What follows belongs to an exercise in optimizing a design on an open flow for small area, a short achievable clock period and few clock cycles; a production flow would make more cautious choices.
RTL that was checked went through simulation tests only; none was proved equivalent to the original.
Power is estimated from default activity; no workload was simulated.

job 3020:
## csa20_core
module csa20_core (
    input  wire        clk,
    input  wire        rst,           
    output reg         mem_valid,
    output reg         mem_we,
    output reg  [10:0] mem_addr,
    output reg  [19:0] mem_wdata,
    input  wire        mem_ready,
    input  wire [19:0] mem_rdata,
    output wire        halted,
    output wire [1:0]  halt_code,     
    output wire [3:0]  mfr,
    output wire        cc_ov,
    output wire        cc_uf
);
    localparam [5:0] OP_LDR = 6'd1,  OP_STR = 6'd2,  OP_LDA = 6'd3,  OP_AMR = 6'd4,
                     OP_SMR = 6'd5,  OP_AIR = 6'd6,  OP_SIR = 6'd7,  OP_LDX = 6'd33,
                     OP_STX = 6'd34;
    localparam [11:0] BOOT_PC       = 12'd10;
    localparam [11:0] FAULT_ENTRY   = 12'd43;
    localparam [10:0] FAULT_PC_SAVE = 11'd4;
    reg s_f;         
    reg s_a1;        
    reg s_a2;        
    reg s_op;        
    reg s_h;         
    reg [11:0] pc;           
    reg [19:0] gpr [0:3];
    reg [12:0] ix  [1:3];
    reg [1:0]  mfr_r;        
    reg        ov_r, uf_r;
    reg [1:0]  hcode;
    reg        c_ldr, c_st, c_ldx, c_alu, c_sub, c_lda;
    reg        c_stx0;       
    reg        c_ldt0;       
    reg [3:0]  rsel;         
    reg [3:1]  xsel;         
    reg [3:1]  xsel_w;       
    reg        ind;
    reg [19:0] ea;           
    reg        flt;          
    reg        flt_op;       
  ...
Size in the first run: roughly 180 flip-flops, about 65 I/O pins, roughly 10000 um^2 of cells after synthesis.
==> flow/config.mk <==
export PLATFORM = sky130hd
export DESIGN_NAME = csa20_core
export DESIGN_NICKNAME = csa20_core
export VERILOG_FILES = /design/flow/design.v
export SDC_FILE = /design/flow/constraint.sdc
export NUM_CORES = 4
export LEC_CHECK = 0
export ABC_CLOCK_PERIOD_IN_PS = 3000
export CAP_MARGIN = 20
export CORE_MARGIN = 2
export CORE_UTILIZATION = 40
export SLEW_MARGIN = 20
==> flow/constraint.sdc <==
create_clock -name core_clock -period 10.0 [get_ports {clk}]
set_input_delay 2.0000 -clock core_clock [delete_from_list [all_inputs] [get_ports {clk}]]
set_output_delay 2.0000 -clock core_clock [all_outputs]
set_load 0.01 [all_outputs]
standard.sh (not shown) runs the stock make flow with config.mk's settings and CLKGATE_MAP_FILE= SYNTH_SCRIPT=/design/flow/synth_recipe.tcl, a recipe that flattens the netlist after the stock synthesis.
==> flow/flow/run.sh <==
#!/bin/bash
# The standard layout, with timing repair aiming at 6 ns of setup slack and
# plain buffers (not delay cells) on the ports.
set -euo pipefail
export SETUP_SLACK_MARGIN=6
export BUFFER_PORTS_ARGS="-buffer_cell sky130_fd_sc_hd__buf_4"
bash standard.sh SETUP_SLACK_MARGIN=6 "BUFFER_PORTS_ARGS=-buffer_cell sky130_fd_sc_hd__buf_4" finish > standard_flow.log 2>&1
Testbench counts of job 3020, summed over its fixed seeds: cycles 19,209.
[inputs] job 6930 vs job 3020
- a deleted ABC_CLOCK_PERIOD_IN_PS that had been 3000
- a change of CORE_UTILIZATION from 40 to 30
Per the final summary, job 6930 finished and its layout is clean on timing, DRC and antenna. The lower routed wire length came out of job 3020. Looking at relative area change from synthesis to final layout across job 6930 and job 3020, the one that comes out higher is job 6930. Going from job 3020 to job 6930, the detailed route wirelength on metal2 was found to have gone up by about 3.2%. Cmp job 6930 and job 3020 / portion of total power attributed to sequential cells / higher: job 6930. Number of global-route vias before repair grows slightly when moving from job 3020 to job 6930.

csa20_core, a different RTL version from the one above (not shown whole).
Size: roughly 950 cells after synthesis, roughly 180 flip-flops, ~65 I/O pins.
export LEC_CHECK = 0
export CAP_MARGIN = 20
export CORE_MARGIN = 2
export CORE_UTILIZATION = 40
export SLEW_MARGIN = 20
create_clock -name core_clock -period 10.0 [get_ports {clk}]
==> flow/flow/run.sh <==
#!/bin/bash
# The standard layout, with timing repair aiming at 6 ns of setup slack.
set -euo pipefail
export SETUP_SLACK_MARGIN=6
bash standard.sh SETUP_SLACK_MARGIN=6 finish > standard_flow.log 2>&1
Then changed:
==> flow/flow/run.sh (replaced) <==
#!/bin/bash
# The standard layout, with timing repair aiming at 7 ns of setup slack.
set -euo pipefail
export SETUP_SLACK_MARGIN=7
bash standard.sh SETUP_SLACK_MARGIN=7 finish > standard_flow.log 2>&1
Setup slack degrades by 32 ps. Via count climbs by a little under a tenth. Cell area came out higher by about a fifth.
No run of this note included a check of the RTL's function; only the layout flow was run.

-- afterwards: timing with drivers on the ports --
In the flow no input, the clock included, has a driving cell. The finished layouts below were timed again as built, in two steps. Step 1 (the two cells are an assumption about what drives the block):
set clk [get_ports {clk}]
set_driving_cell -lib_cell sky130_fd_sc_hd__clkbuf_16 $clk
set_driving_cell -lib_cell sky130_fd_sc_hd__buf_2 [delete_from_list [all_inputs] $clk]
Step 2, shift: input delay + t, output delay - t, t = (earliest + latest rising clock arrival at the registers) / 2. This alone moves slack from input paths to output paths. Three values: no drivers, after step 1, after step 2; two values: the first two.
run | shift t [ns] | setup WS [ns] | worst data-port slew with drivers (ns)
job 3020 | 0.479 | 5.970 / 5.927 / 5.643 | 0.03
job 6930 | 0.481 | 5.826 / 5.785 / 5.565 | 0.03
the first run of note 2 | 0.478 | 5.809 / 5.761 / 5.655 | 0.04
the second run of note 2 | 0.477 | 5.777 / 5.728 / 5.792 | 0.07
After both steps every run listed still meets setup and hold. The setup slack of job 3020, which loses most, moves by -0.043 ns with the drivers and by -0.327 ns with both steps.
